Source: an optimization exercise on an open RTL-to-GDS flow (aim: a short achievable clock period and few clock cycles per item). Production flows keep margins and buffers that such runs may drop.
At most, simulation tests tie the RTL to the original design; equivalence was not proved.
For runs 2 to 4, only the layout was checked, not whether the RTL still works.
Power figures rest on the tool's default switching activity, not on a simulated workload.

### design/flow/design.v
module tms1100_core (
    input  wire        clk,
    input  wire        rst,         
    output wire [10:0] rom_addr,    
    input  wire [7:0]  rom_data,    
    input  wire [3:0]  k_in,        
    output wire [4:0]  o_out,       
    output wire [10:0] r_out,       
    output wire        retire       
);
    reg        rst_q;
    reg [10:0] fa;           
    reg [10:0] fa_alt;       
    reg        dv;           
    reg        d_pred;       
    reg        bv;           
    reg [10:0] btag;         
    reg [10:0] btgt;         
    reg [1:0]  x;
    reg [3:0]  y;
    reg [3:0]  x_oh;         
    reg [15:0] y_oh;         
    reg [7:0]  ir;
    reg        ev;           
    reg        pend;         
    reg        pend_b;       
    reg [10:0] rec;          
    reg [3:0]  mreg;         
    reg [5:0]  e_addr;       
    reg        e_sflag;      
    reg        f_stype;      
    reg        f_sfl;        
    reg        f_we;         
    reg [63:0] e_sel;        
    reg        f_wd_a;       
    reg        f_wd_c4;      
    reg        f_wd_bit;     
    reg        f_a_m;        
    reg        f_a_k;        
    reg        f_a_y;        
    reg        f_a_0;        
    reg        f_a_sum;      
    reg        f_s_sum;      
    reg        f_s_mnea;     
    reg        f_s_ynea;     
    reg        f_s_knez;     
    reg        f_s_tbit;     
    reg        f_s_mnez;     
    reg        f_s_ynec;     
    reg        e_x_m;        
    reg        e_x_c4;
    reg        e_y_na;
    reg        e_y_a;
    reg        e_y_15;
    reg        e_cin;
    reg        f_tdo;        
    reg        f_rstr;       
    reg        f_setr;       
    reg        f_tay;        
    reg        f_tmy;        
    reg        f_br;         
    reg        f_call;       
    reg        f_retn;       
    reg        f_comc;       
    reg        f_ldp;        
    wire       e_stype = ev & f_stype;
    wire       e_sfl = ev & f_sfl;
    wire       e_we = ev & f_we;
    wire       e_wd_a = ev & f_wd_a;
    wire       e_wd_c4 = ev & f_wd_c4;
    wire       e_wd_bit = ev & f_wd_bit;
    wire       e_a_m = ev & f_a_m;
    wire       e_a_k = ev & f_a_k;
    wire       e_a_y = ev & f_a_y;
    wire       e_a_0 = ev & f_a_0;
    wire       e_a_sum = ev & f_a_sum;
    wire       e_s_sum = ev & f_s_sum;
    wire       e_s_mnea = ev & f_s_mnea;
    wire       e_s_ynea = ev & f_s_ynea;
    wire       e_s_knez = ev & f_s_knez;
    wire       e_s_tbit = ev & f_s_tbit;
    wire       e_s_mnez = ev & f_s_mnez;
    wire       e_s_ynec = ev & f_s_ynec;
    wire       e_tdo = ev & f_tdo;
    wire       e_rstr = ev & f_rstr;
    wire       e_setr = ev & f_setr;
    wire       e_tay = ev & f_tay;
    wire       e_tmy = ev & f_tmy;
    wire       e_br = ev & f_br;
    wire       e_call = ev & f_call;
    wire       e_retn = ev & f_retn;
    wire       e_comc = ev & f_comc;
    wire       e_ldp = ev & f_ldp;
    wire [63:0] e_wen = {64{e_we}} & e_sel;
    reg [3:0]  a;
    reg        s;
    reg        sl;
    reg [4:0]  o;
    reg [10:0] r;
    reg [3:0]  ram [0:63];
    reg [3:0]  pa, pb;
    reg [5:0]  pc;
    reg [5:0]  sr;
    reg        cl;
    reg        ca, cb, cs;
    assign rom_addr = fa;
    assign o_out    = o;
    assign r_out    = r;
    assign retire   = ev;
    function [3:0] inc4(input [3:0] v);
        inc4 = {v[3] ^ (v[2] & v[1] & v[0]), v[2] ^ (v[1] & v[0]), v[1] ^ v[0], ~v[0]};
    endfunction
    function [3:0] dec4(input [3:0] v);
        dec4 = {v[3] ^ ~(v[2] | v[1] | v[0]), v[2] ^ ~(v[1] | v[0]), v[1] ^ ~v[0], ~v[0]};
    endfunction
    function [15:0] oh16(input [3:0] v);
        integer k;
        for (k = 0; k < 16; k = k + 1)
            oh16[k] = (v == k);
    endfunction
    wire [7:0] op   = ir;
    wire [3:0] c4   = {op[0], op[1], op[2], op[3]};    
    wire [1:0] bidx = {op[0], op[1]};                  
    wire [3:0] m    = mreg;
    wire [3:0] bmask  = {bidx == 2'd3, bidx == 2'd2, bidx == 2'd1, bidx == 2'd0};
    wire [3:0] m_bit  = op[2] ? (m & ~bmask) : (m | bmask);
    wire [3:0] ram_wd = ({4{e_wd_a}} & a) | ({4{e_wd_c4}} & c4) | ({4{e_wd_bit}} & m_bit);
    wire [3:0] alu_x  = ({4{e_x_m}} & m) | ({4{e_x_c4}} & c4);
    wire [3:0] alu_y  = ({4{e_y_na}} & ~a) | ({4{e_y_a}} & a) | {4{e_y_15}};
    wire [4:0] sum    = {1'b0, alu_x} + {1'b0, alu_y} + {4'd0, e_cin};
    wire [3:0] a_n = e_a_m   ? m :
                     e_a_k   ? k_in :
                     e_a_y   ? y :
                     e_a_0   ? 4'd0 :
                     e_a_sum ? sum[3:0] : a;
    wire       s_n = ~((e_s_sum  & ~sum[4]) |
                       (e_s_mnea & (m == a)) |
                       (e_s_ynea & (y == a)) |
                       (e_sfl    & ~e_sflag) |
                       (e_s_knez & (k_in == 4'd0)) |
                       (e_s_tbit & ~|(m & bmask)) |
                       (e_s_mnez & (m == 4'd0)) |
                       (e_s_ynec & (y == c4)));
    wire [10:0] r_sel = y_oh[10:0];
    wire [10:0] r_n   = e_setr ? (r | r_sel) : e_rstr ? (r & ~r_sel) : r;
    wire [5:0] pc_inc = pc + 6'd1;
    wire       br_t   = (e_br | e_call) & s;      
    wire       call_n = e_call & s & ~cl;          
    wire [5:0] pc_n   = (e_retn & cl) ? sr : br_t ? op[5:0] : pc_inc;
    wire [3:0] pa_n   = (e_retn | (br_t & ~cl)) ? pb : pa;
    wire [3:0] pb_n   = e_ldp ? c4 : (e_call & s) ? pa : pb;
    wire [5:0] sr_n   = call_n ? pc_inc : sr;
    wire       cs_n   = call_n ? ca : cs;
    wire       cl_n   = ~e_retn & (cl | (e_call & s));
    wire       ca_n   = (e_retn & cl) ? cs : br_t ? cb : ca;
    wire       cb_n   = cb ^ e_comc;
    wire [7:0] dop      = rom_data;
    wire       taken_l  = pend & s;           
    wire       ntaken_l = pend & ~s;          
    wire       rec_b    = pend_b & ~s;        
    wire       d_ok     = dv & ~taken_l & ~rec_b;    
    wire [3:0] pb_f     = e_ldp ? c4 : pb;
    wire       cb_f     = cb ^ e_comc;
    wire [4:0] br_hi    = {cb_f, cl ? pa : pb_f};
    wire       ls_k     = ~e_stype;
    wire       ls_v     = ev ? (~e_sfl | e_sflag) : s;
    wire       known_nt = ls_k & ~ls_v;
    wire       hit_ok   = (fa[10:6] == br_hi);
    wire       p_nt     = d_ok & d_pred & known_nt;             
    wire       p_fix    = d_ok & d_pred & ~known_nt & ~hit_ok;  
    wire       if_bad   = ntaken_l | p_nt;
    wire [10:0] seq_cur = if_bad ? fa_alt : fa;                  
    wire       hit      = bv & (fa == btag);
    wire [10:0] rt_addr = cl ? {cs, pb_f, sr} : {ca, pb_f, seq_cur[5:0]};
    wire       d_br     = dop[7];
    wire       d_retn   = (dop == 8'h0F);
    wire       d_ty     = (dop[7:2] == 6'b001000) & ~dop[0];      
    wire       d_pend   = d_ok & ~d_pred & d_br & ~ls_k;
    wire       d_pend_b = d_ok & d_pred & ~ls_k;
    wire [5:0] d_addr = {x, y};
    wire       m_fwd  = e_we & (e_addr == d_addr);
    reg  [3:0] m_ram;
    integer    xi, yi;
    always @(*) begin
        m_ram = 4'd0;
        for (xi = 0; xi < 4; xi = xi + 1)
            for (yi = 0; yi < 16; yi = yi + 1)
                m_ram = m_ram | ({4{x_oh[xi] & y_oh[yi]}} & ram[xi * 16 + yi]);
    end
    wire [3:0] m_rd   = m_fwd ? ram_wd : m_ram;
    wire [3:0] c4d    = {dop[0], dop[1], dop[2], dop[3]};              
    wire       y_dec  = d_ok & (dop[7:6] == 2'b00) & (dop[4:0] == 5'b00100);   
    wire       y_inc  = d_ok & (((dop[7:6] == 2'b00) & (dop[4:0] == 5'b00101)) |
                                (dop[7:4] == 4'h6));                      
    wire       y_tcy  = d_ok & (dop[7:4] == 4'h4);                        
    wire       y_hold = ~(y_dec | y_inc | y_tcy | e_tay | e_tmy);
    wire       x_comx = d_ok & (dop == 8'h09);                            
    wire       x_ldx  = d_ok & (dop[7:3] == 5'b00101);                    
    wire       x_hold = ~(x_comx | x_ldx);
    wire [3:0] y_n    = ({4{y_dec}} & dec4(y)) | ({4{y_inc}} & inc4(y)) | ({4{y_tcy}} & c4d) |
                        ({4{e_tay}} & a) | ({4{e_tmy}} & mreg) | ({4{y_hold}} & y);
    wire [15:0] y_oh_n = ({16{y_dec}} & {y_oh[0], y_oh[15:1]}) |
                         ({16{y_inc}} & {y_oh[14:0], y_oh[15]}) |
                         ({16{y_tcy}} & oh16(c4d)) |
                         ({16{e_tay}} & oh16(a)) | ({16{e_tmy}} & oh16(mreg)) |
                         ({16{y_hold}} & y_oh);
    wire [1:0] x_n    = ({2{x_comx}} & {~x[1], x[0]}) | ({2{x_ldx}} & {dop[1], dop[2]}) |
                        ({2{x_hold}} & x);
    wire [3:0] x_oh_n = ({4{x_comx}} & {x_oh[1:0], x_oh[3:2]}) |
                        ({4{x_ldx}} & {dop[1] & dop[2], dop[1] & ~dop[2], ~dop[1] & dop[2], ~dop[1] & ~dop[2]}) |
                        ({4{x_hold}} & x_oh);
    wire       sflag_n = y_inc ? y_oh[15] : ~y_oh[0];
    wire        base_seq = ~rec_b & ~if_bad;
    wire [10:0] fa_inc   = {fa[10:6], fa[5:0] + 6'd1};
    wire [10:0] fa_base  = rec_b ? rec : if_bad ? fa_alt : hit ? btgt : fa_inc;
    wire        sel_br   = (d_ok & ~d_pred & (~ls_k | ls_v) & d_br) | p_fix;
    wire        sel_rt   = d_ok & d_retn;
    wire        sel_ty   = d_ok & d_ty;
    wire        sel_none = ~(sel_br | sel_rt | sel_ty);
    wire [10:0] fa_n     = ({11{sel_br}} & {br_hi, dop[5:0]}) | ({11{sel_rt}} & rt_addr) |
                           ({11{sel_ty}} & seq_cur) | ({11{sel_none}} & fa_base);
    wire        dv_n     = sel_br ? d_pend : (sel_none & base_seq);
    wire        pred_n   = sel_none & base_seq & hit;
    reg d_we, d_wd_a, d_wd_c4, d_wd_bit;
    reg d_a_m, d_a_k, d_a_y, d_a_0, d_a_sum;
    reg d_s_sum, d_s_mnea, d_s_ynea, d_s_knez, d_s_tbit, d_s_mnez, d_s_ynec, d_sfl;
    reg d_x_m, d_x_c4, d_y_na, d_y_a, d_y_15, d_cin;
    reg d_tdo, d_rstr, d_setr, d_tay, d_tmy;
    always @(*) begin
        {d_we, d_wd_a, d_wd_c4, d_wd_bit} = 4'b0;
        {d_a_m, d_a_k, d_a_y, d_a_0, d_a_sum} = 5'b0;
        {d_s_sum, d_s_mnea, d_s_ynea, d_s_knez, d_s_tbit, d_s_mnez, d_s_ynec, d_sfl} = 8'b0;
        {d_x_m, d_x_c4, d_y_na, d_y_a, d_y_15, d_cin} = 6'b0;
        {d_tdo, d_rstr, d_setr, d_tay, d_tmy} = 5'b0;
        casez (dop)
            8'h00: d_s_mnea = 1'b1;                                           
            8'h01: {d_s_sum, d_x_m, d_y_na, d_cin} = 4'b1111;                 
            8'h02: d_s_ynea = 1'b1;                                           
            8'h03: {d_we, d_wd_a, d_a_m} = 3'b111;                            
            8'h04, 8'h05: d_sfl = 1'b1;                                       
            8'h06: {d_a_sum, d_s_sum, d_x_m, d_y_a} = 4'b1111;                
            8'h07: {d_a_sum, d_s_sum, d_x_m, d_y_15} = 4'b1111;               
            8'h08: d_a_k = 1'b1;                                              
            8'h0A: d_tdo = 1'b1;                                              
            8'h0C: d_rstr = 1'b1;                                             
            8'h0D: d_setr = 1'b1;                                             
            8'h0E: d_s_knez = 1'b1;                                           
            8'h20: d_tay = 1'b1;                                              
            8'h21: d_a_m = 1'b1;                                              
            8'h22: d_tmy = 1'b1;                                              
            8'h23: d_a_y = 1'b1;                                              
            8'h24, 8'h25: {d_we, d_wd_a, d_sfl} = 3'b111;                     
            8'h26: {d_we, d_wd_a, d_a_0} = 3'b111;                            
            8'h27: {d_we, d_wd_a} = 2'b11;                                    
            8'b0011_0???: {d_we, d_wd_bit} = 2'b11;                           
            8'b0011_10??: d_s_tbit = 1'b1;                                    
            8'h3C: {d_a_sum, d_s_sum, d_x_m, d_y_na, d_cin} = 5'b11111;       
            8'h3D: {d_a_sum, d_s_sum, d_y_na, d_cin} = 4'b1111;               
            8'h3E: {d_a_sum, d_s_sum, d_x_m, d_cin} = 4'b1111;                
            8'h3F: d_s_mnez = 1'b1;                                           
            8'h5?: d_s_ynec = 1'b1;                                           
            8'h6?: {d_we, d_wd_c4} = 2'b11;                                   
            8'h7F: d_a_0 = 1'b1;                                              
            8'h7?: {d_a_sum, d_s_sum, d_x_c4, d_y_a, d_cin} = 5'b11111;       
            default: ;
        endcase
    end
    wire d_stype = d_s_sum | d_s_mnea | d_s_ynea | d_s_knez | d_s_tbit | d_s_mnez | d_s_ynec;
    integer i;
    always @(posedge clk) begin
        rst_q <= rst;
        if (rst) begin
            fa     <= 11'd0;
            dv     <= 1'b0;
            ev     <= 1'b0;
            pend   <= 1'b0;
            pend_b <= 1'b0;
            d_pred <= 1'b0;
            bv     <= 1'b0;
            btag   <= 11'd0;
            btgt   <= 11'd0;
        end else begin
            ev     <= d_ok;
            pend   <= d_pend;
            pend_b <= d_pend_b;
            fa     <= fa_n;
            dv     <= dv_n;
            d_pred <= pred_n;
            if (e_br & s) begin
                bv   <= 1'b1;
                btag <= {ca, pa, pc};
                btgt <= {ca_n, pa_n, pc_n};
            end
        end
        fa_alt  <= {fa[10:6], fa[5:0] + 6'd1};
        f_stype <= d_stype;
        f_sfl <= d_sfl;
        f_we <= d_we;
        f_wd_a <= d_wd_a;
        f_wd_c4 <= d_wd_c4;
        f_wd_bit <= d_wd_bit;
        f_a_m <= d_a_m;
        f_a_k <= d_a_k;
        f_a_y <= d_a_y;
        f_a_0 <= d_a_0;
        f_a_sum <= d_a_sum;
        f_s_sum <= d_s_sum;
        f_s_mnea <= d_s_mnea;
        f_s_ynea <= d_s_ynea;
        f_s_knez <= d_s_knez;
        f_s_tbit <= d_s_tbit;
        f_s_mnez <= d_s_mnez;
        f_s_ynec <= d_s_ynec;
        f_tdo <= d_tdo;
        f_rstr <= d_rstr;
        f_setr <= d_setr;
        f_tay <= d_tay;
        f_tmy <= d_tmy;
        f_br <= (dop[7:6] == 2'b10);
        f_call <= (dop[7:6] == 2'b11);
        f_retn <= d_retn;
        f_comc <= (dop == 8'h0B);
        f_ldp <= (dop[7:4] == 4'h1);
        rec     <= fa_alt;
        ir      <= dop;
        e_x_m   <= d_x_m;
        e_x_c4  <= d_x_c4;
        e_y_na  <= d_y_na;
        e_y_a   <= d_y_a;
        e_y_15  <= d_y_15;
        e_cin   <= d_cin;
        e_sflag <= sflag_n;
        mreg    <= m_rd;
        e_addr  <= d_addr;
        for (i = 0; i < 64; i = i + 1)
            e_sel[i] <= x_oh[i / 16] & y_oh[i % 16];
        if (rst) begin
            o <= 5'd0;
            r <= 11'd0;
        end else begin
            if (e_tdo)
                o <= {sl, a};
            r <= r_n;
        end
        if (rst_q) begin
            x    <= 2'd0;
            y    <= 4'd0;
            x_oh <= 4'b0001;
            y_oh <= 16'd1;
            a    <= 4'd0;
            s    <= 1'b1;
            sl   <= 1'b0;
            pa   <= 4'd0;
            pb   <= 4'd0;
            pc   <= 6'd0;
            sr   <= 6'd0;
            cl   <= 1'b0;
            ca   <= 1'b0;
            cb   <= 1'b0;
            cs   <= 1'b0;
            for (i = 0; i < 64; i = i + 1)
                ram[i] <= 4'hA;
        end else begin
            x    <= x_n;
            x_oh <= x_oh_n;
            y    <= y_n;
            y_oh <= y_oh_n;
            if (ev) begin
                a  <= a_n;
                s  <= s_n;
                pa <= pa_n;
                pb <= pb_n;
                pc <= pc_n;
                sr <= sr_n;
                cl <= cl_n;
                ca <= ca_n;
                cb <= cb_n;
                cs <= cs_n;
            end
            if (e_s_ynea)
                sl <= s_n;
            for (i = 0; i < 64; i = i + 1)
                if (e_wen[i])
                    ram[i] <= ram_wd;
        end
    end
endmodule
### design/flow/run.sh
#!/bin/bash
# synth_recipe.tcl (not shown) runs the flow's synth.tcl, then flattens the netlist and writes it again
# the make line also repeats each setting of config.mk as NAME=value (left out here)
make -C /OpenROAD-flow-scripts/flow DESIGN_CONFIG=/design/flow/config.mk WORK_HOME=/design/flow/orfs CLKGATE_MAP_FILE= SYNTH_SCRIPT=/design/flow/synth_recipe.tcl finish
### design/flow/config.mk
export PLATFORM = sky130hd
export DESIGN_NAME = tms1100_core
export DESIGN_NICKNAME = tms1100_core
export VERILOG_FILES = /design/flow/design.v
export SDC_FILE = /design/flow/constraint.sdc
export NUM_CORES = 4
export LEC_CHECK = 0
export ABC_CLOCK_PERIOD_IN_PS = 2000
export CAP_MARGIN = 20
export CORE_MARGIN = 2
export CORE_UTILIZATION = 40
export SETUP_SLACK_MARGIN = 4.0
export SLEW_MARGIN = 20
### design/flow/constraint.sdc
create_clock -name core_clock -period 6.0 [get_ports {clk}]
set_input_delay 1.2000 -clock core_clock [delete_from_list [all_inputs] [get_ports {clk}]]
set_output_delay 1.2000 -clock core_clock [all_outputs]
set_load 0.01 [all_outputs]
==> results of run 1 <==
layer usage:
metal / global-route usage / up-vias / routed length, um
met1: 0.3668 / 10030 / 32940
met4: 0.1238 / 0 / 4539
met2: 0.4571 / 1035 / 37870
met3: 0.05042 / 286 / 7325
li1: - / 9083 / -
met5: 0 / - / 0
cell families (layout without fill, tap and decap cells):
family | Yosys count | count (layout)
fa+ha+maj | 9 | 9
mux | 40 | 40
compound gates | 668 | 672
buf+inv | 225 | 382
flops | 505 | 505
xor+xnor | 42 | 42
simple gates | 951 | 954
worst paths after layout:
path / endpoint / slack [ns] / cells past startpoint
setup / recovery: retire / 3.59 / 2
hold reg to reg: rec[4] / 0.36 / 0
setup reg to reg: fa[1] / 3.61 / 7
hold / removal: rec[4] / 0.36 / 0
layout make-up:
class | instances | share of cell area
multi-input cells | 1717 | 0.4302
inverters | 26 | 0.003728
well taps | 688 | 0.02983
repair buffers | 258 | 0.1173
flip-flops and latches | 505 | 0.3556
clock buffers | 75 | 0.05406
clock inverters | 23 | 0.009234
power by group through the flow:
stage	clock [mW]	sequential, mW	combinational [mW]
after floorplan	0	3.49	0.212
after global placement	0	3.52	0.274
after detailed placement	0	3.53	0.277
after CTS	3.47	3.44	0.387
after global routing	3.63	3.44	0.453
final	3.46	3.44	0.434
cell usage in the layout, fill, tap and decap left out, types with 65 or more instances in the layout:
cell type,count
a211o_1,134
a21oi_1,150
a22oi_1,93
and2_1,68
buf_4,98
buf_6,72
dfxtp_1,448
nand2_1,207
nand3_1,65
nor2_1,235
nor2_4,100
flip-flops by register name, indices dropped and copies added (netlist names), 5 cells and up, named ones only:
register  count
btag         11
e_addr        6
ir            6
sr            6
o             5
ram         256
fa           11
e_sel        64
btgt         11
fa_alt       11
pc            6
rec          11
y_oh         16
Yosys cell counts, types with 7 or more instances:
| cell type | number | area (um2) |
|---|---|---|
| inv_1 | 25 | 93.84 |
| and3_1 | 25 | 156.4 |
| a22o_1 | 31 | 271.5 |
| a31oi_1 | 19 | 118.9 |
| o21ai_0 | 25 | 125.1 |
| or3_1 | 13 | 81.33 |
| xor2_1 | 11 | 96.34 |
| a211o_1 | 135 | 1182 |
| dfxtp_1 | 505 | 10110 |
| nor4_1 | 8 | 50.05 |
| xnor2_1 | 30 | 262.8 |
| o31ai_1 | 10 | 75.07 |
| nor2_1 | 354 | 1329 |
| nand4_1 | 21 | 131.4 |
| a21oi_1 | 199 | 996.0 |
| a221oi_1 | 22 | 192.7 |
| mux2_2 | 21 | 236.5 |
| a222oi_1 | 23 | 230.2 |
| nand2_1 | 235 | 882.1 |
| mux2i_1 | 18 | 180.2 |
| nor2b_1 | 14 | 87.58 |
| a22oi_1 | 109 | 818.3 |
| nand2b_1 | 16 | 100.1 |
| and2_1 | 71 | 444.2 |
| buf_1 | 21 | 78.83 |
| ha_1 | 7 | 87.58 |
| clkbuf_1 | 167 | 626.9 |
| o221ai_1 | 12 | 105.1 |
| nand3_1 | 129 | 645.6 |
| o22ai_1 | 9 | 56.30 |
| a211oi_1 | 22 | 165.2 |
| nor3_1 | 32 | 160.2 |
per-stage QoR:
step | power (mW) | setup WS, ns | std cells | hold WS [ns] | cell area, um2
global route | 7.525 | 3.564 | 3292 | 0.3695 | 28860
detailed placement | 3.802 | 2.130 | 3015 | 0.3527 | 22230
floorplan | 3.700 | 3.219 | 2440 | 0.3290 | 21550
CTS | 7.299 | 3.573 | 3242 | 0.3638 | 26640
global placement | 3.799 | 2.111 | 3015 | 0.3499 | 22230
finish | 7.333 | 3.587 | 3292 | 0.3572 | 28860
timing repair:
action / 4_1_cts / 5_1_grt
cloned: 25 / 12
setup buffers: 104 / 38
endpoints found under the setup margin: 415 / 360
hold buffers: 0 / 0
pin swaps: 140 / 247
resized for setup: 514 / 374
==> metrics.cfg, run 1 <==
[place]
dp_hpwl_mm = 44.66
portBuffers = 41
gp_congestion = 0.8903

[synth]
postSynthAreaPerCell_um2 = 8.640
synth_flop_cell = dfxtp_1
postSynthCellCount = 2440
synthArstFlopShare = 0
synth-compound-area-share = 0.2277
ys_seq_area_frac = 0.4796
ys_seq_elements = 505
synth_xor_area_frac = 0.01810
synth_edf_count = 0
yosys_warnings = 2
synth_fa_ha_area_frac = 0.006054
synth_area_um2 = 21080
synth_top_family_by_area = compound AO/OA/AOI/OAI gates
syn_nets = 2463
synthSimpleGateAreaFrac = 0.2058
yosysUniqueCellTypes = 78
synthMuxAreaShare = 0.02083

[sta]
setup_viol = 0
slew_violations = 0
fin_crit_ns = 2.413
grt_setup_unrepaired = yes
fin_crit_sh = 0.4021
fin_skew_ns = 0.01912
fmax_mhz = 414.5
maxSlewHeadroom = 0.3812
worst_pin_slew_ns = 0.9282
finalSetupTns_ns = 0
finalHoldViolCount = 0

[global_routing]
grt_usage = 0.2821
grt_overflow = 0
grt_pass1_vias = 18570
antenna_found_initial = 0
grt_pass1_wl_mm = 117.0
grt_max_degree = 171

[cts]
htreeDepth = 2
clkTransAtPathRegs_ns = 0.06
clockBufferDepth = 3
cts_tree = yes
clk_latency_ns = 0.62
cts_num_sinks = 505
numCtsBuffers = 53
clock-root-buffer = clkbuf_16

[die]
die_area_um2 = 54550
die-height_um = 233.6
boundaryPins = 42
die_x_um = 233.6
fp.coreArea_um2 = 52340
start_util = 0.4028
rows = 84

[critical_path]
crit_fanout = 2
cp_cell_sequence = buf_12, buf_6
max_stage_delay_ns = 0.36
crit_start = ev
critPathLaunchType = flip-flop
required_ns = 4.80
crit_family = flip-flops
arrival_ns = 1.21
crit-reg2reg-launch = ev
worst-setup-path-type = reg2out
worstSetupEndpointType = output pin
path_buf_inv = 2
critPathSlowestCell = dfxtp_4

[drt]
drtPass1Iterations = 5
routed_wl_mm = 82.68
drcViolationCount = 0
vias = 20440
drt_first_iter_violations = 2347
wl_per_cell_um = 25.11
drt-vias-per-instance = 6.208
antenna_left = 0

[power_and_ir_drop]
power_density_nw_per_um2 = 254.1
p_int_mw = 5.590
p_seq_frac = 0.469
p_sw_frac = 0.2377
p_comb_frac = 0.059
p_sw_mw = 1.743
ir_worst_vdd_mv = 0.2409
p_clk_frac = 0.472
leakage_nw = 9.826

[final_layout]
fin_nets = 2584
multi_input_area_um2 = 12420
num-fill-cells = 4516
final_util = 0.5514
drive_above_1_share = 0.3134
antenna_cells = 0
seq_area_um2 = 10260
area_growth_pct = 36.90

[run]
maxCapViolations = 0

[worst_hold_path]
hold_class = reg2reg
min_from = fa_alt[4]

[run_status]
outcome = finished clean

Testbench counts, summed over its fixed seeds: cycles 70,928, instructions 64,000.
==> inputs of run 2 (changes only) <==
--- a/design/flow/design.v
+++ b/design/flow/design.v
@@ -212,7 +212,10 @@
     wire       sflag_n = y_inc ? y_oh[15] : ~y_oh[0];
     wire        base_seq = ~rec_b & ~if_bad;
     wire [10:0] fa_inc   = {fa[10:6], fa[5:0] + 6'd1};
-    wire [10:0] fa_base  = rec_b ? rec : if_bad ? fa_alt : hit ? btgt : fa_inc;
+    wire        nt_next  = d_ok & (dop[7:6] == 2'b00) & (dop[4:1] == 4'b0010) &
+                           (dop[0] ? ~y_oh[15] : y_oh[0]);
+    wire        hit_p    = hit & ~nt_next;
+    wire [10:0] fa_base  = rec_b ? rec : if_bad ? fa_alt : hit_p ? btgt : fa_inc;
     wire        sel_br   = (d_ok & ~d_pred & (~ls_k | ls_v) & d_br) | p_fix;
     wire        sel_rt   = d_ok & d_retn;
     wire        sel_ty   = d_ok & d_ty;
@@ -220,7 +223,7 @@
     wire [10:0] fa_n     = ({11{sel_br}} & {br_hi, dop[5:0]}) | ({11{sel_rt}} & rt_addr) |
                            ({11{sel_ty}} & seq_cur) | ({11{sel_none}} & fa_base);
     wire        dv_n     = sel_br ? d_pend : (sel_none & base_seq);
-    wire        pred_n   = sel_none & base_seq & hit;
+    wire        pred_n   = sel_none & base_seq & hit_p;
     reg d_we, d_wd_a, d_wd_c4, d_wd_bit;
     reg d_a_m, d_a_k, d_a_y, d_a_0, d_a_sum;
     reg d_s_sum, d_s_mnea, d_s_ynea, d_s_knez, d_s_tbit, d_s_mnez, d_s_ynec, d_sfl;
==> run 2 against run 1 <==
  * Setup slack lost 0.051 ns
  * Sequential share of layout area shrank 0.95 points
  * Sequential power is essentially flat
  * Register-to-register slack lost 0.07 ns
  * Clock power grew 4%
  * Clock-buffer cell count shrank 1
  * Maximum frequency shrank 2.1%
==> metrics.cfg, run 2 <==
[run_status]
outcome = finished clean

[power_and_ir_drop]
leakage_nw = 10.04
p_clk_frac = 0.481
ir_worst_vdd_mv = 0.2301
p_seq_frac = 0.457
finalPower_mw = 7.510
p_sw_mw = 1.826
p_int_mw = 5.685
p_comb_frac = 0.062
p_sw_frac = 0.2431
power_density_nw_per_um2 = 253.6

[synth]
yosys_warnings = 2
synthArstFlopShare = 0
syn_nets = 2489
synth_area_um2 = 21220
netlist.area_leader.share = 0.4764
ys_seq_elements = 505
synth_edf_count = 0
synth.most_common_cell = dfxtp_1
postSynthCellCount = 2466
synth_flop_cell = dfxtp_1
synth_top_cell_by_area = dfxtp_1
ys_top_cells_by_area = dfxtp_1, nand2_1, a211o_1, a21oi_1, nand3_1
postSynthAreaPerCell_um2 = 8.606
ys_top_cells_by_count = dfxtp_1, nand2_1, nor2_1
yosysUniqueCellTypes = 74
ys_seq_area_frac = 0.4764

[place]
dp_hpwl_mm = 45.98
portBuffers = 41
place_ws_ns = 1.737
gp_congestion = 0.9243

[cts]
clk_latency_ns = 0.65
hold_buffers = 0
htreeDepth = 2
numCtsBuffers = 54
clock-root-buffer = clkbuf_16
clkTransAtPathRegs_ns = 0.07
cts_num_sinks = 505
cts_tree = yes
clockBufferDepth = 3

[global_routing]
grt_max_degree = 147
grtUsageMet3 = 0.06858
use_met1 = 0.4112
antenna_found_initial = 3
grt_pass1_vias = 19050
grt_pass1_wl_mm = 121.6
met2_usage = 0.4380
grt-busiest-layer = met2
grt_usage = 0.2938
grt_overflow = 0

[critical_path]
cp_cell_sequence = buf_12, and2_4, a222oi_1, nand4_1, nor4_2, nand4_1, mux2_4
required_ns = 6.52
crit_fanout = 3
worst-setup-path-type = reg2reg
crit-reg2reg-launch = y_oh[3]
r2r_setup_slack_ns = 3.54
crit_start = y_oh[3]
crit_family = simple AND/OR/NAND/NOR gates
r2r-end = mreg[2]
path_buf_inv = 1
arrival_ns = 2.98
critPathLaunchType = flip-flop
reg2reg_depth = 7
critPathSlowestCell = a222oi_1
worstSetupEndpointType = flip-flop
max_stage_delay_ns = 0.52
cpMostUsedCell = nand4_1

[worst_hold_path]
hold_class = reg2reg
min_from = fa_alt[4]
hold_end = rec[4]
holdPathStages = 0

[drt]
drtPass1Iterations = 8
drt-vias-per-instance = 6.366
routed_wl_mm = 87.05
drt_first_iter_violations = 2846
drcViolationCount = 0
vias = 21300
wl_per_cell_um = 26.02
antenna_left = 0

[sta]
worst_slack_ns = 3.536
fin_crit_ns = 2.464
finalHoldViolCount = 0
worst_pin_slew_ns = 0.8260
finalSetupTns_ns = 0
setup_viol = 0
fin_skew_ns = 0.03175
grt_setup_unrepaired = yes
maxSlewHeadroom = 0.4494
slew_violations = 0
whs_ns = 0.3497
fin_crit_sh = 0.4106
fmax_mhz = 405.9

[die]
start_util = 0.4039
boundaryPins = 42
die_area_um2 = 54920
die_x_um = 234.3
rows = 84
die-height_um = 234.3
fp.coreArea_um2 = 52550

[final_layout]
drive_above_1_share = 0.3274
final_common_cell = dfxtp_1
top_register = ram
largest_register_ffs = 256
reg.largest.list = ram x256, e_sel x64, y_oh x16
fin_nets = 2635
final_util = 0.5635
area_growth_pct = 39.52
layout_common_cells = dfxtp_1, nand2_1, a21oi_1, a211o_1, nor2_1

[run]
maxCapViolations = 0

[run 2: cell count changes in the layout (fill, tap and decap cells not counted), sizes merged, moves of 10 or more]
| cell | delta |
|---|---|
| a22oi | -12 |
| buf | +28 |
| nand2 | +99 |
| a21oi | +11 |
| a221o | +10 |
| nor2 | -126 |
| mux2 | -15 |
| and3 | -14 |
| nand3 | +43 |
[run 2: final cells by class]
| type | instances | area, um2 |
|---|---|---|
| tap | 688 | 860.8 |
| inverter | 23 | 90.09 |
| clock buffer | 74 | 1536 |
| antenna | 1 | 2.502 |
| multi-input combinational | 1743 | 12870 |
| sequential | 505 | 10250 |
| timing repair buffer | 285 | 3603 |
| fill | 4500 | 22940 |
| clock inverter | 27 | 397.9 |
[run 2: kinds of logic after synthesis]
family                     share of synthesized area
and+or+nand+nor                               0.2041
DFF                                           0.4764
buffers and inverters                        0.04304
AOI/OAI and AO/OA                             0.2380
adders and majority gates                   0.006013
muxes                                        0.01321
xor gates and xnor gates                     0.01928
[run 2: how the worst max path moves through the flow]
stage                     cells after the start  slack (ns)  endpoint
after global placement                        7        1.85      y[3]
after floorplan                               9        3.11    fa[10]
after CTS                                     7        3.61   mreg[2]
final                                         7        3.54   mreg[2]
after global routing                          9        3.54     fa[8]
after detailed placement                      7        1.74     fa[8]
[run 2: per-stage QoR]
step | area (um2) | instances
4_1_cts | 27090 | 3285
5_1_grt | 29610 | 3345
2_1_floorplan | 21490 | 2466
3_5_place_dp | 22100 | 3022
6_report | 29610 | 3346
3_3_place_gp | 22100 | 3022
[run 2: power groups by stage]
stage	combinational [mW]	sequential, mW	clock, mW
floorplan	0.201	3.49	0
global placement	0.257	3.53	0
detailed placement	0.259	3.53	0
CTS	0.387	3.43	3.62
global route	0.479	3.44	3.78
finish	0.464	3.43	3.61
[run 2: timing repair]
action | in CTS | in global routing
buffers inserted | 138 | 44
endpoints found under the setup margin | 421 | 333
pin swaps | 128 | 293
gates resized for setup | 547 | 435
gates cloned | 24 | 16
[run 2: routing by layer]
metal	vias up	wire, um
met5	-	18
met4	2	3569
met3	259	9642
met2	1319	37750
met1	10430	36080
li1	9292	-
==> inputs of run 3 (changes only) <==
--- a/design/flow/design.v
+++ b/design/flow/design.v
@@ -11,6 +11,7 @@
     reg        rst_q;
     reg [10:0] fa;           
     reg [10:0] fa_alt;       
+    reg [10:0] fa_d;         
     reg        dv;           
     reg        d_pred;       
     reg        bv;           
@@ -27,6 +28,7 @@
     reg [10:0] rec;          
     reg [3:0]  mreg;         
     reg [5:0]  e_addr;       
+    reg [10:0] e_pc;         
     reg        e_sflag;      
     reg        f_stype;      
     reg        f_sfl;        
@@ -63,34 +65,36 @@
     reg        f_retn;       
     reg        f_comc;       
     reg        f_ldp;        
-    wire       e_stype = ev & f_stype;
-    wire       e_sfl = ev & f_sfl;
-    wire       e_we = ev & f_we;
-    wire       e_wd_a = ev & f_wd_a;
-    wire       e_wd_c4 = ev & f_wd_c4;
-    wire       e_wd_bit = ev & f_wd_bit;
-    wire       e_a_m = ev & f_a_m;
-    wire       e_a_k = ev & f_a_k;
-    wire       e_a_y = ev & f_a_y;
-    wire       e_a_0 = ev & f_a_0;
-    wire       e_a_sum = ev & f_a_sum;
-    wire       e_s_sum = ev & f_s_sum;
-    wire       e_s_mnea = ev & f_s_mnea;
-    wire       e_s_ynea = ev & f_s_ynea;
-    wire       e_s_knez = ev & f_s_knez;
-    wire       e_s_tbit = ev & f_s_tbit;
-    wire       e_s_mnez = ev & f_s_mnez;
-    wire       e_s_ynec = ev & f_s_ynec;
-    wire       e_tdo = ev & f_tdo;
-    wire       e_rstr = ev & f_rstr;
-    wire       e_setr = ev & f_setr;
-    wire       e_tay = ev & f_tay;
-    wire       e_tmy = ev & f_tmy;
-    wire       e_br = ev & f_br;
-    wire       e_call = ev & f_call;
-    wire       e_retn = ev & f_retn;
-    wire       e_comc = ev & f_comc;
-    wire       e_ldp = ev & f_ldp;
+    reg        f_s1;         
+    wire       e_stype = f_stype;
+    wire       e_sfl = f_sfl;
+    wire       e_we = f_we;
+    wire       e_wd_a = f_wd_a;
+    wire       e_wd_c4 = f_wd_c4;
+    wire       e_wd_bit = f_wd_bit;
+    wire       e_a_m = f_a_m;
+    wire       e_a_k = f_a_k;
+    wire       e_a_y = f_a_y;
+    wire       e_a_0 = f_a_0;
+    wire       e_a_sum = f_a_sum;
+    wire       e_s_sum = f_s_sum;
+    wire       e_s_mnea = f_s_mnea;
+    wire       e_s_ynea = f_s_ynea;
+    wire       e_s_knez = f_s_knez;
+    wire       e_s_tbit = f_s_tbit;
+    wire       e_s_mnez = f_s_mnez;
+    wire       e_s_ynec = f_s_ynec;
+    wire       e_tdo = f_tdo;
+    wire       e_rstr = f_rstr;
+    wire       e_setr = f_setr;
+    wire       e_tay = f_tay;
+    wire       e_tmy = f_tmy;
+    wire       e_br = f_br;
+    wire       e_call = f_call;
+    wire       e_retn = f_retn;
+    wire       e_comc = f_comc;
+    wire       e_ldp = f_ldp;
+    wire       e_s1 = f_s1;
     wire [63:0] e_wen = {64{e_we}} & e_sel;
     reg [3:0]  a;
     reg        s;
@@ -98,11 +102,10 @@
     reg [4:0]  o;
     reg [10:0] r;
     reg [3:0]  ram [0:63];
-    reg [3:0]  pa, pb;
-    reg [5:0]  pc;
+    reg [3:0]  pb;
     reg [5:0]  sr;
     reg        cl;
-    reg        ca, cb, cs;
+    reg        cb, cs;
     assign rom_addr = fa;
     assign o_out    = o;
     assign r_out    = r;
@@ -143,17 +146,15 @@
                        (e_s_ynec & (y == c4)));
     wire [10:0] r_sel = y_oh[10:0];
     wire [10:0] r_n   = e_setr ? (r | r_sel) : e_rstr ? (r & ~r_sel) : r;
-    wire [5:0] pc_inc = pc + 6'd1;
     wire       br_t   = (e_br | e_call) & s;      
     wire       call_n = e_call & s & ~cl;          
-    wire [5:0] pc_n   = (e_retn & cl) ? sr : br_t ? op[5:0] : pc_inc;
-    wire [3:0] pa_n   = (e_retn | (br_t & ~cl)) ? pb : pa;
-    wire [3:0] pb_n   = e_ldp ? c4 : (e_call & s) ? pa : pb;
-    wire [5:0] sr_n   = call_n ? pc_inc : sr;
-    wire       cs_n   = call_n ? ca : cs;
+    wire [3:0] pb_n   = e_ldp ? c4 : (e_call & s) ? e_pc[9:6] : pb;
+    wire [5:0] sr_n   = call_n ? e_pc[5:0] + 6'd1 : sr;
+    wire       cs_n   = call_n ? e_pc[10] : cs;
     wire       cl_n   = ~e_retn & (cl | (e_call & s));
-    wire       ca_n   = (e_retn & cl) ? cs : br_t ? cb : ca;
     wire       cb_n   = cb ^ e_comc;
+    wire [10:0] br_tgt = {cb, cl ? e_pc[9:6] : pb, op[5:0]};
+    wire       s_next = e_s1 | ((e_stype | e_sfl) ? s_n : s);
     wire [7:0] dop      = rom_data;
     wire       taken_l  = pend & s;           
     wire       ntaken_l = pend & ~s;          
@@ -161,9 +162,9 @@
     wire       d_ok     = dv & ~taken_l & ~rec_b;    
     wire [3:0] pb_f     = e_ldp ? c4 : pb;
     wire       cb_f     = cb ^ e_comc;
-    wire [4:0] br_hi    = {cb_f, cl ? pa : pb_f};
+    wire [4:0] br_hi    = {cb_f, cl ? fa_d[9:6] : pb_f};
     wire       ls_k     = ~e_stype;
-    wire       ls_v     = ev ? (~e_sfl | e_sflag) : s;
+    wire       ls_v     = e_s1 | (e_sfl & e_sflag) | (~e_s1 & ~e_sfl & s);
     wire       known_nt = ls_k & ~ls_v;
     wire       hit_ok   = (fa[10:6] == br_hi);
     wire       p_nt     = d_ok & d_pred & known_nt;             
@@ -171,7 +172,7 @@
     wire       if_bad   = ntaken_l | p_nt;
     wire [10:0] seq_cur = if_bad ? fa_alt : fa;                  
     wire       hit      = bv & (fa == btag);
-    wire [10:0] rt_addr = cl ? {cs, pb_f, sr} : {ca, pb_f, seq_cur[5:0]};
+    wire [10:0] rt_addr = cl ? {cs, pb_f, sr} : {fa_d[10], pb_f, seq_cur[5:0]};
     wire       d_br     = dop[7];
     wire       d_retn   = (dop == 8'h0F);
     wire       d_ty     = (dop[7:2] == 6'b001000) & ~dop[0];      
@@ -291,40 +292,75 @@
             d_pred <= pred_n;
             if (e_br & s) begin
                 bv   <= 1'b1;
-                btag <= {ca, pa, pc};
-                btgt <= {ca_n, pa_n, pc_n};
+                btag <= e_pc;
+                btgt <= br_tgt;
             end
         end
         fa_alt  <= {fa[10:6], fa[5:0] + 6'd1};
-        f_stype <= d_stype;
-        f_sfl <= d_sfl;
-        f_we <= d_we;
-        f_wd_a <= d_wd_a;
-        f_wd_c4 <= d_wd_c4;
-        f_wd_bit <= d_wd_bit;
-        f_a_m <= d_a_m;
-        f_a_k <= d_a_k;
-        f_a_y <= d_a_y;
-        f_a_0 <= d_a_0;
-        f_a_sum <= d_a_sum;
-        f_s_sum <= d_s_sum;
-        f_s_mnea <= d_s_mnea;
-        f_s_ynea <= d_s_ynea;
-        f_s_knez <= d_s_knez;
-        f_s_tbit <= d_s_tbit;
-        f_s_mnez <= d_s_mnez;
-        f_s_ynec <= d_s_ynec;
-        f_tdo <= d_tdo;
-        f_rstr <= d_rstr;
-        f_setr <= d_setr;
-        f_tay <= d_tay;
-        f_tmy <= d_tmy;
-        f_br <= (dop[7:6] == 2'b10);
-        f_call <= (dop[7:6] == 2'b11);
-        f_retn <= d_retn;
-        f_comc <= (dop == 8'h0B);
-        f_ldp <= (dop[7:4] == 4'h1);
         rec     <= fa_alt;
+        fa_d    <= fa;
+        e_pc    <= fa_d;
+        if (rst) begin
+            f_stype <= 1'b0;
+            f_sfl <= 1'b0;
+            f_we <= 1'b0;
+            f_wd_a <= 1'b0;
+            f_wd_c4 <= 1'b0;
+            f_wd_bit <= 1'b0;
+            f_a_m <= 1'b0;
+            f_a_k <= 1'b0;
+            f_a_y <= 1'b0;
+            f_a_0 <= 1'b0;
+            f_a_sum <= 1'b0;
+            f_s_sum <= 1'b0;
+            f_s_mnea <= 1'b0;
+            f_s_ynea <= 1'b0;
+            f_s_knez <= 1'b0;
+            f_s_tbit <= 1'b0;
+            f_s_mnez <= 1'b0;
+            f_s_ynec <= 1'b0;
+            f_tdo <= 1'b0;
+            f_rstr <= 1'b0;
+            f_setr <= 1'b0;
+            f_tay <= 1'b0;
+            f_tmy <= 1'b0;
+            f_br <= 1'b0;
+            f_call <= 1'b0;
+            f_retn <= 1'b0;
+            f_comc <= 1'b0;
+            f_ldp <= 1'b0;
+            f_s1 <= 1'b0;
+        end else begin
+            f_stype <= d_ok & d_stype;
+            f_sfl <= d_ok & d_sfl;
+            f_we <= d_ok & d_we;
+            f_wd_a <= d_ok & d_wd_a;
+            f_wd_c4 <= d_ok & d_wd_c4;
+            f_wd_bit <= d_ok & d_wd_bit;
+            f_a_m <= d_ok & d_a_m;
+            f_a_k <= d_ok & d_a_k;
+            f_a_y <= d_ok & d_a_y;
+            f_a_0 <= d_ok & d_a_0;
+            f_a_sum <= d_ok & d_a_sum;
+            f_s_sum <= d_ok & d_s_sum;
+            f_s_mnea <= d_ok & d_s_mnea;
+            f_s_ynea <= d_ok & d_s_ynea;
+            f_s_knez <= d_ok & d_s_knez;
+            f_s_tbit <= d_ok & d_s_tbit;
+            f_s_mnez <= d_ok & d_s_mnez;
+            f_s_ynec <= d_ok & d_s_ynec;
+            f_tdo <= d_ok & d_tdo;
+            f_rstr <= d_ok & d_rstr;
+            f_setr <= d_ok & d_setr;
+            f_tay <= d_ok & d_tay;
+            f_tmy <= d_ok & d_tmy;
+            f_br <= d_ok & ((dop[7:6] == 2'b10));
+            f_call <= d_ok & ((dop[7:6] == 2'b11));
+            f_retn <= d_ok & d_retn;
+            f_comc <= d_ok & ((dop == 8'h0B));
+            f_ldp <= d_ok & ((dop[7:4] == 4'h1));
+            f_s1 <= d_ok & ~d_stype & ~d_sfl;
+        end
         ir      <= dop;
         e_x_m   <= d_x_m;
         e_x_c4  <= d_x_c4;
@@ -353,12 +389,9 @@
             a    <= 4'd0;
             s    <= 1'b1;
             sl   <= 1'b0;
-            pa   <= 4'd0;
             pb   <= 4'd0;
-            pc   <= 6'd0;
             sr   <= 6'd0;
             cl   <= 1'b0;
-            ca   <= 1'b0;
             cb   <= 1'b0;
             cs   <= 1'b0;
             for (i = 0; i < 64; i = i + 1)
@@ -368,18 +401,13 @@
             x_oh <= x_oh_n;
             y    <= y_n;
             y_oh <= y_oh_n;
-            if (ev) begin
-                a  <= a_n;
-                s  <= s_n;
-                pa <= pa_n;
-                pb <= pb_n;
-                pc <= pc_n;
-                sr <= sr_n;
-                cl <= cl_n;
-                ca <= ca_n;
-                cb <= cb_n;
-                cs <= cs_n;
-            end
+            a  <= a_n;
+            s  <= s_next;
+            pb <= pb_n;
+            sr <= sr_n;
+            cl <= cl_n;
+            cb <= cb_n;
+            cs <= cs_n;
             if (e_s_ynea)
                 sl <= s_n;
             for (i = 0; i < 64; i = i + 1)
==> run 3 against run 2 <==
  * Still clean
  * Sequential share of layout area increased by 1.1 points
  * Cell area decreased by 2.4%
  * Non-clock buffer count shrank 21
  * Critical path depth rose by 1
  * Via count is 7.3% lower
  * Synthesized cell count decreased by 3.2%
  * Setup slack lost 0.22 ns
  * Largest power group is now sequential cells
==> metrics.cfg, run 3 <==
[global_routing]
grt_pass1_wl_mm = 115.1
grt_pass1_vias = 17950
grt_overflow = 0
grt_usage = 0.2825
antenna_found_initial = 0
grt_max_degree = 167

[critical_path]
cpMostUsedCell = or3_4
critPathSlowestCell = or3_4
max_stage_delay_ns = 0.40
reg2reg_depth = 7
arrival_ns = 3.18
required_ns = 6.50
worstSetupEndpointType = flip-flop
worst-setup-path-type = in2reg
critPathLaunchType = primary input
path_buf_inv = 1
crit_family = simple AND/OR/NAND/NOR gates
cp_cell_sequence = buf_12, or3_4, or3_4, or3_4, and2_4, o211ai_2, a31oi_1, a221o_1
path_depth = 8
crit_fanout = 6

[drt]
antenna_left = 0
routed_wl_mm = 82.52
drt-vias-per-instance = 6.097
vias = 19760
drtPass1Iterations = 6
drt_first_iter_violations = 2305
wl_per_cell_um = 25.47
drcViolationCount = 0

[synth]
synth_top_cell_by_area = dfxtp_1
postSynthCellCount = 2386
synth_flop_cell = dfxtp_1
yosys_warnings = 2
ys_top_cells_by_area = dfxtp_1, nor2_1, a211o_1, a21oi_1, nand2_1
yosysUniqueCellTypes = 73
synth_area_um2 = 20650
netlist.area_leader.share = 0.4916
ys_seq_area_frac = 0.4916
syn_nets = 2409
synth_edf_count = 0
ys_seq_elements = 507
synth.most_common_cell = dfxtp_1
ys_top_cells_by_count = dfxtp_1, nor2_1, nand2_1
postSynthAreaPerCell_um2 = 8.653
synthArstFlopShare = 0

[cts]
clock-root-buffer = clkbuf_16
clockBufferDepth = 3
numCtsBuffers = 52
clkTransAtPathRegs_ns = 0.06
htreeDepth = 2
cts_tree = yes
cts_num_sinks = 507
clk_latency_ns = 0.63

[final_layout]
multi_input_area_um2 = 12540
largest_register_ffs = 256
area_growth_pct = 39.94
top_register = ram
fin_nets = 2543
num-fill-cells = 4296
drive_above_1_share = 0.3505
final_common_cell = dfxtp_1
seq_area_um2 = 10310
layout_common_cells = dfxtp_1, nor2_1, nor2_4, nand2_1, a211o_1
final_util = 0.5643
reg.largest.list = ram x256, e_sel x64, y_oh x16

[sta]
fmax_mhz = 372.3
finalHoldViolCount = 0
worst_slack_ns = 3.314
maxSlewHeadroom = 0.3277
finalSetupTns_ns = 0
slew_violations = 0
fin_crit_ns = 2.686
worst_pin_slew_ns = 1.008
setup_viol = 0
fin_skew_ns = 0.02942
fin_crit_sh = 0.4477
grt_setup_unrepaired = yes

[die]
die-height_um = 231.2
die_area_um2 = 53450
start_util = 0.4033
rows = 83
fp.coreArea_um2 = 51200
boundaryPins = 42
die_x_um = 231.2

[power_and_ir_drop]
power_density_nw_per_um2 = 247.3
ir_worst_vdd_mv = 0.2441
finalPower_mw = 7.145
leakage_nw = 9.992

[place]
place_ws_ns = 1.619
dp_hpwl_mm = 44.00
gp_congestion = 0.8895
portBuffers = 41

[run]
maxCapViolations = 0

[run_status]
outcome = finished clean

[worst_hold_path]
hold_class = reg2reg
holdPathStages = 0

run 3: layer usage:
layer  part of all wire  vias up  GRT usage
li1                   -     8792          -
met1               0.40     9571     0.3751
met2               0.45     1089     0.4657
met3              0.093      303    0.04072
met4              0.057        0     0.1056
met5                  0        -          0
run 3: area by class of cell:
class	instances	share of cell area
clock inverters	19	0.008011
clock buffers	74	0.05279
inverters	16	0.002338
multi-input cells	1679	0.4341
flip-flops and latches	507	0.3569
repair buffers	264	0.1163
well taps	680	0.02945
diodes	1	0.00008661
run 3: logic make-up (layout without fill, tap and decap cells):
family / count (synthesis) / after routing / synth area share
xor+xnor: 43 / 43 / 0.01891
simple gates: 936 / 937 / 0.1991
fa+ha+maj: 9 / 9 / 0.006181
compound gates: 648 / 648 / 0.2242
mux: 42 / 42 / 0.02139
buf+inv: 201 / 373 / 0.03860
flops: 507 / 507 / 0.4916
other cells: 0 / 1 / 0
run 3: power by group:
part / switching, mW / internal (mW)
clock network: 1.40 / 1.94
registers: 0.0503 / 3.39
logic: 0.213 / 0.144
total: 1.67 / 5.48
run 3: what timing repair did:
item / 4_1_cts / 5_1_grt
buffers inserted: 111 / 39
resized for setup: 600 / 530
hold buffers: 0 / 0
endpoints found under the setup margin: 375 / 354
cloned: 25 / 15
pin swaps: 153 / 283
run 3: worst paths after layout:
kind | start | to | slack [ns]
max | rom_data[6] | fa[0] | 3.31
min | fa_d[2] | e_pc[2] | 0.32
max reg2reg | f_sfl | fa[7] | 3.54
min reg2reg | fa_d[2] | e_pc[2] | 0.32
run 3: metrics by stage:
stage                     instance area, um2  instances  hold WS [ns]
after floorplan                        21070       2386        0.3096
after global placement                 21640       2956        0.3109
after detailed placement               21640       2956        0.3132
after CTS                              26290       3185        0.3266
after global routing                   28890       3239        0.3312
final                                  28890       3240        0.3245
==> inputs of run 4 (changes only) <==
--- a/design/flow/design.v
+++ b/design/flow/design.v
@@ -14,6 +14,7 @@
     reg [10:0] fa_d;         
     reg        dv;           
     reg        d_pred;       
+    reg        hit_q;        
     reg        bv;           
     reg [10:0] btag;         
     reg [10:0] btgt;         
@@ -171,7 +172,7 @@
     wire       p_fix    = d_ok & d_pred & ~known_nt & ~hit_ok;  
     wire       if_bad   = ntaken_l | p_nt;
     wire [10:0] seq_cur = if_bad ? fa_alt : fa;                  
-    wire       hit      = bv & (fa == btag);
+    wire       hit      = hit_q;               
     wire [10:0] rt_addr = cl ? {cs, pb_f, sr} : {fa_d[10], pb_f, seq_cur[5:0]};
     wire       d_br     = dop[7];
     wire       d_retn   = (dop == 8'h0F);
@@ -180,15 +181,21 @@
     wire       d_pend_b = d_ok & d_pred & ~ls_k;
     wire [5:0] d_addr = {x, y};
     wire       m_fwd  = e_we & (e_addr == d_addr);
+    wire [3:0] x_rd   = x_oh & {4{~m_fwd}};
+    reg  [3:0] m_col [0:3];
     reg  [3:0] m_ram;
     integer    xi, yi;
     always @(*) begin
+        for (xi = 0; xi < 4; xi = xi + 1) begin
+            m_col[xi] = 4'd0;
+            for (yi = 0; yi < 16; yi = yi + 1)
+                m_col[xi] = m_col[xi] | ({4{y_oh[yi]}} & ram[xi * 16 + yi]);
+        end
         m_ram = 4'd0;
         for (xi = 0; xi < 4; xi = xi + 1)
-            for (yi = 0; yi < 16; yi = yi + 1)
-                m_ram = m_ram | ({4{x_oh[xi] & y_oh[yi]}} & ram[xi * 16 + yi]);
+            m_ram = m_ram | ({4{x_rd[xi]}} & m_col[xi]);
     end
-    wire [3:0] m_rd   = m_fwd ? ram_wd : m_ram;
+    wire [3:0] m_rd   = m_ram | ({4{m_fwd}} & ram_wd);
     wire [3:0] c4d    = {dop[0], dop[1], dop[2], dop[3]};              
     wire       y_dec  = d_ok & (dop[7:6] == 2'b00) & (dop[4:0] == 5'b00100);   
     wire       y_inc  = d_ok & (((dop[7:6] == 2'b00) & (dop[4:0] == 5'b00101)) |
@@ -225,6 +232,8 @@
                            ({11{sel_ty}} & seq_cur) | ({11{sel_none}} & fa_base);
     wire        dv_n     = sel_br ? d_pend : (sel_none & base_seq);
     wire        pred_n   = sel_none & base_seq & hit_p;
+    wire [10:0] btag_n   = (e_br & s) ? e_pc : btag;
+    wire        hit_n    = sel_none & base_seq & ~hit_p & (bv | (e_br & s)) & (fa_inc == btag_n);
     reg d_we, d_wd_a, d_wd_c4, d_wd_bit;
     reg d_a_m, d_a_k, d_a_y, d_a_0, d_a_sum;
     reg d_s_sum, d_s_mnea, d_s_ynea, d_s_knez, d_s_tbit, d_s_mnez, d_s_ynec, d_sfl;
@@ -280,6 +289,7 @@
             pend   <= 1'b0;
             pend_b <= 1'b0;
             d_pred <= 1'b0;
+            hit_q  <= 1'b0;
             bv     <= 1'b0;
             btag   <= 11'd0;
             btgt   <= 11'd0;
@@ -290,6 +300,7 @@
             fa     <= fa_n;
             dv     <= dv_n;
             d_pred <= pred_n;
+            hit_q  <= hit_n;
             if (e_br & s) begin
                 bv   <= 1'b1;
                 btag <= e_pc;
==> run 4 against run 3 <==
  * Maximum frequency rose by 5.6%
  * Register-to-register slack barely moved
  * Clock-buffer cell count rose by 4
  * Die area rose by 0.18%
  * Critical endpoint is now fa[8]
  * Via count fell by 2.9%
  * Critical path depth rose by 1
  * Sequential power barely moved
  * Core utilization rose by 0.49 points
  * Highest routed layer unchanged
==> metrics.cfg, run 4 <==
[cts]
clockBufferDepth = 3
clk_latency_ns = 0.61
htreeDepth = 2
clkTransAtPathRegs_ns = 0.06
cts_tree = yes
hold_buffers = 0
clock-root-buffer = clkbuf_16
numCtsBuffers = 53
cts_num_sinks = 508

[sta]
finalSetupTns_ns = 0
slew_violations = 0
maxSlewHeadroom = 0.1958
worst_pin_slew_ns = 1.205
setup_viol = 0
fin_skew_ns = 0.02536
fin_crit_ns = 2.544
fmax_mhz = 393.1
grt_setup_unrepaired = yes
finalHoldViolCount = 0
fin_crit_sh = 0.4240

[place]
portBuffers = 41
gp_congestion = 0.8897
dp_hpwl_mm = 38.48

[critical_path]
critPathSlowestCell = or4_4
worstSetupEndpointType = flip-flop
worst-setup-path-type = in2reg
path_depth = 9
path_buf_inv = 3
crit-reg2reg-launch = s
max_stage_delay_ns = 0.46
r2r-end = fa[3]
crit_family = compound AO/OA/AOI/OAI gates
r2r_setup_slack_ns = 3.55
cpMostUsedCell = buf_12
cp_cell_sequence = buf_12, buf_4, buf_12, or4_4, o22ai_4, a2111oi_2, a211o_2, nand2b_4, o221ai_1
reg2reg_depth = 8
crit_start = rom_data[7]
critPathLaunchType = primary input
required_ns = 6.47
crit_fanout = 6
arrival_ns = 3.01
worstSetupEndpoint = fa[8]

[run]
maxCapViolations = 0

[worst_hold_path]
hold_class = reg2reg
min_from = fa_d[4]
holdPathStages = 0

[synth]
postSynthCellCount = 2371
ys_seq_area_frac = 0.4917
ys_top_cells_by_count = dfxtp_1, nor2_1, a21oi_1
syn_nets = 2394
synthArstFlopShare = 0
synth.most_common_cell = dfxtp_1
yosysUniqueCellTypes = 66
netlist.area_leader.share = 0.4917
ys_seq_elements = 508
synth_area_um2 = 20680
synth_edf_count = 0
yosys_warnings = 3
ys_top_cells_by_area = dfxtp_1, nor2_1, a211o_1, a21oi_1, a221oi_1
postSynthAreaPerCell_um2 = 8.724
synth_flop_cell = dfxtp_1
synth_top_cell_by_area = dfxtp_1

[global_routing]
grt_usage = 0.2490
grt_pass1_vias = 17710
grt_max_degree = 213
antenna_found_initial = 0
grt_pass1_wl_mm = 104.8
grt_overflow = 0

[final_layout]
fin_nets = 2508
largest_register_ffs = 256
layout_common_cells = dfxtp_1, nor2_1, nor2_4, nand2_1, a211o_1
antenna_cells = 0
final_common_cell = dfxtp_1
area_growth_pct = 40.88
reg.largest.list = ram x256, e_sel x64, y_oh x16
top_register = ram
drive_above_1_share = 0.3633

[drt]
vias = 19180
wl_met3_mm = 5.376
wl_met1_mm = 31.32
wl_per_cell_um = 23.85
topRoutingLayerUsed = met4
drtPass1Iterations = 8
drt-vias-per-instance = 5.981
met2WireLength_mm = 36.12
drt_first_iter_violations = 1983
antenna_left = 0
drcViolationCount = 0
routed_wl_mm = 76.48

[die]
die-height_um = 231.4
fp.coreArea_um2 = 51200
die_x_um = 231.4
die_area_um2 = 53550
start_util = 0.4040
rows = 83
boundaryPins = 42

[power_and_ir_drop]
ir_worst_vdd_mv = 0.2255
leakage_nw = 10.09
finalPower_mw = 7.249
power_density_nw_per_um2 = 248.7

[run_status]
outcome = finished clean

run 4: cell count changes in the layout (fill, tap and decap cells not counted), moves of 11 or more:
cell and change:
a22oi_1 -60, a22o_1 +44, a221oi_1 +37, a221oi_2 +36, a21oi_1 -30, buf_4 -23
nand2_1 -23, nor2_4 +21, a21oi_2 +19, a22oi_2 -19, buf_6 +16, a222oi_1 -14
and2_1 +11
run 4: timing repair:
item | 4_1_cts | 5_1_grt
setup endpoints to repair | 379 | 345
endpoints found under the hold margin | 0 | 0
pin swaps | 72 | 402
buffers inserted | 92 | 44
cloned | 15 | 24
resized for setup | 456 | 716
run 4: cell families after synthesis:
group	after synthesis	share of synthesized area
compound gates	643	0.2293
xor+xnor	45	0.01905
fa+ha+maj	9	0.006170
buf+inv	215	0.04180
flops	508	0.4917
mux	43	0.02172
simple gates	908	0.1903
run 4: power by group:
part / internal, mW / switching [mW] / leakage, nW
clock network: 2.00 / 1.40 / 0.889
registers: 3.40 / 0.0539 / 4.14
logic: 0.160 / 0.232 / 5.06
run 4: worst min-delay path by stage:
stage / end / slack [ns]
6_report: e_pc[4] / 0.33
5_1_grt: e_pc[1] / 0.33
4_1_cts: e_pc[4] / 0.33
3_5_place_dp: e_pc[4] / 0.31
3_3_place_gp: e_pc[4] / 0.31
2_1_floorplan: e_pc[0] / 0.31
run 4: layout make-up:
cell class                 count  area [um2]
fill                        4229       22060
multi-input combinational   1649       12830
sequential                   508       10310
timing repair buffer         252        3262
clock buffer                  78        1582
tap                          680       850.8
clock inverter                19       219.0
inverter                      21       90.09
run 4: metal layers:
layer,up-vias,track usage
met1,9396,0.3367
met3,237,0.03445
met4,0,0.08367
met5,-,0
met2,850,0.4079
li1,8698,-
run 4: through the flow:
stage	instance area [um2]	hold WS (ns)	std cells	setup WS, ns	util
2_1_floorplan	21020	0.3096	2371	3.045	-
3_3_place_gp	21660	0.3110	2935	1.549	0.4231
3_5_place_dp	21660	0.3146	2935	1.456	0.4231
4_1_cts	25450	0.3293	3139	3.568	0.4971
5_1_grt	29140	0.3322	3207	3.406	0.5692
6_report	29140	0.3259	3207	3.456	0.5692

[static timing again, ports no longer ideal]
In the flow no input, the clock included, has a driving cell. The finished layouts below were timed again as built, in two steps. Step 1: set_driving_cell puts a clkbuf_16 on clk and a buf_2 on each other input, an assumption about the parent block. Step 2, shift: input delay + t, output delay - t, t = (earliest + latest rising clock arrival at the registers) / 2. This alone moves slack from input paths to output paths. Slacks: ideal / step 1 / step 2; pairs: ideal / step 1.
run | t (ns) | slack for setup (ns) | hold slack, ns | worst setup path after step 2 | clock arrival spread, ns
run 1 | 0.665 | 3.587 / 3.528 / 2.973 | 0.357 / 0.357 / 0.357 | input to register | 0.020 / 0.019
run 2 | 0.690 | 3.536 / 3.507 / 2.956 | 0.350 / 0.350 / 0.350 | input to register | 0.032 / 0.033
run 3 | 0.673 | 3.314 / 3.327 / 2.654 | 0.324 / 0.324 / 0.324 | input to register | 0.030 / 0.030
run 4 | 0.659 | 3.456 / 3.464 / 2.805 | 0.326 / 0.326 / 0.326 | input to register | 0.027 / 0.026
After both steps setup and hold are still met in every run listed. The setup slack of run 3, which loses most, moves by +0.013 ns with the drivers and by -0.660 ns with both steps.
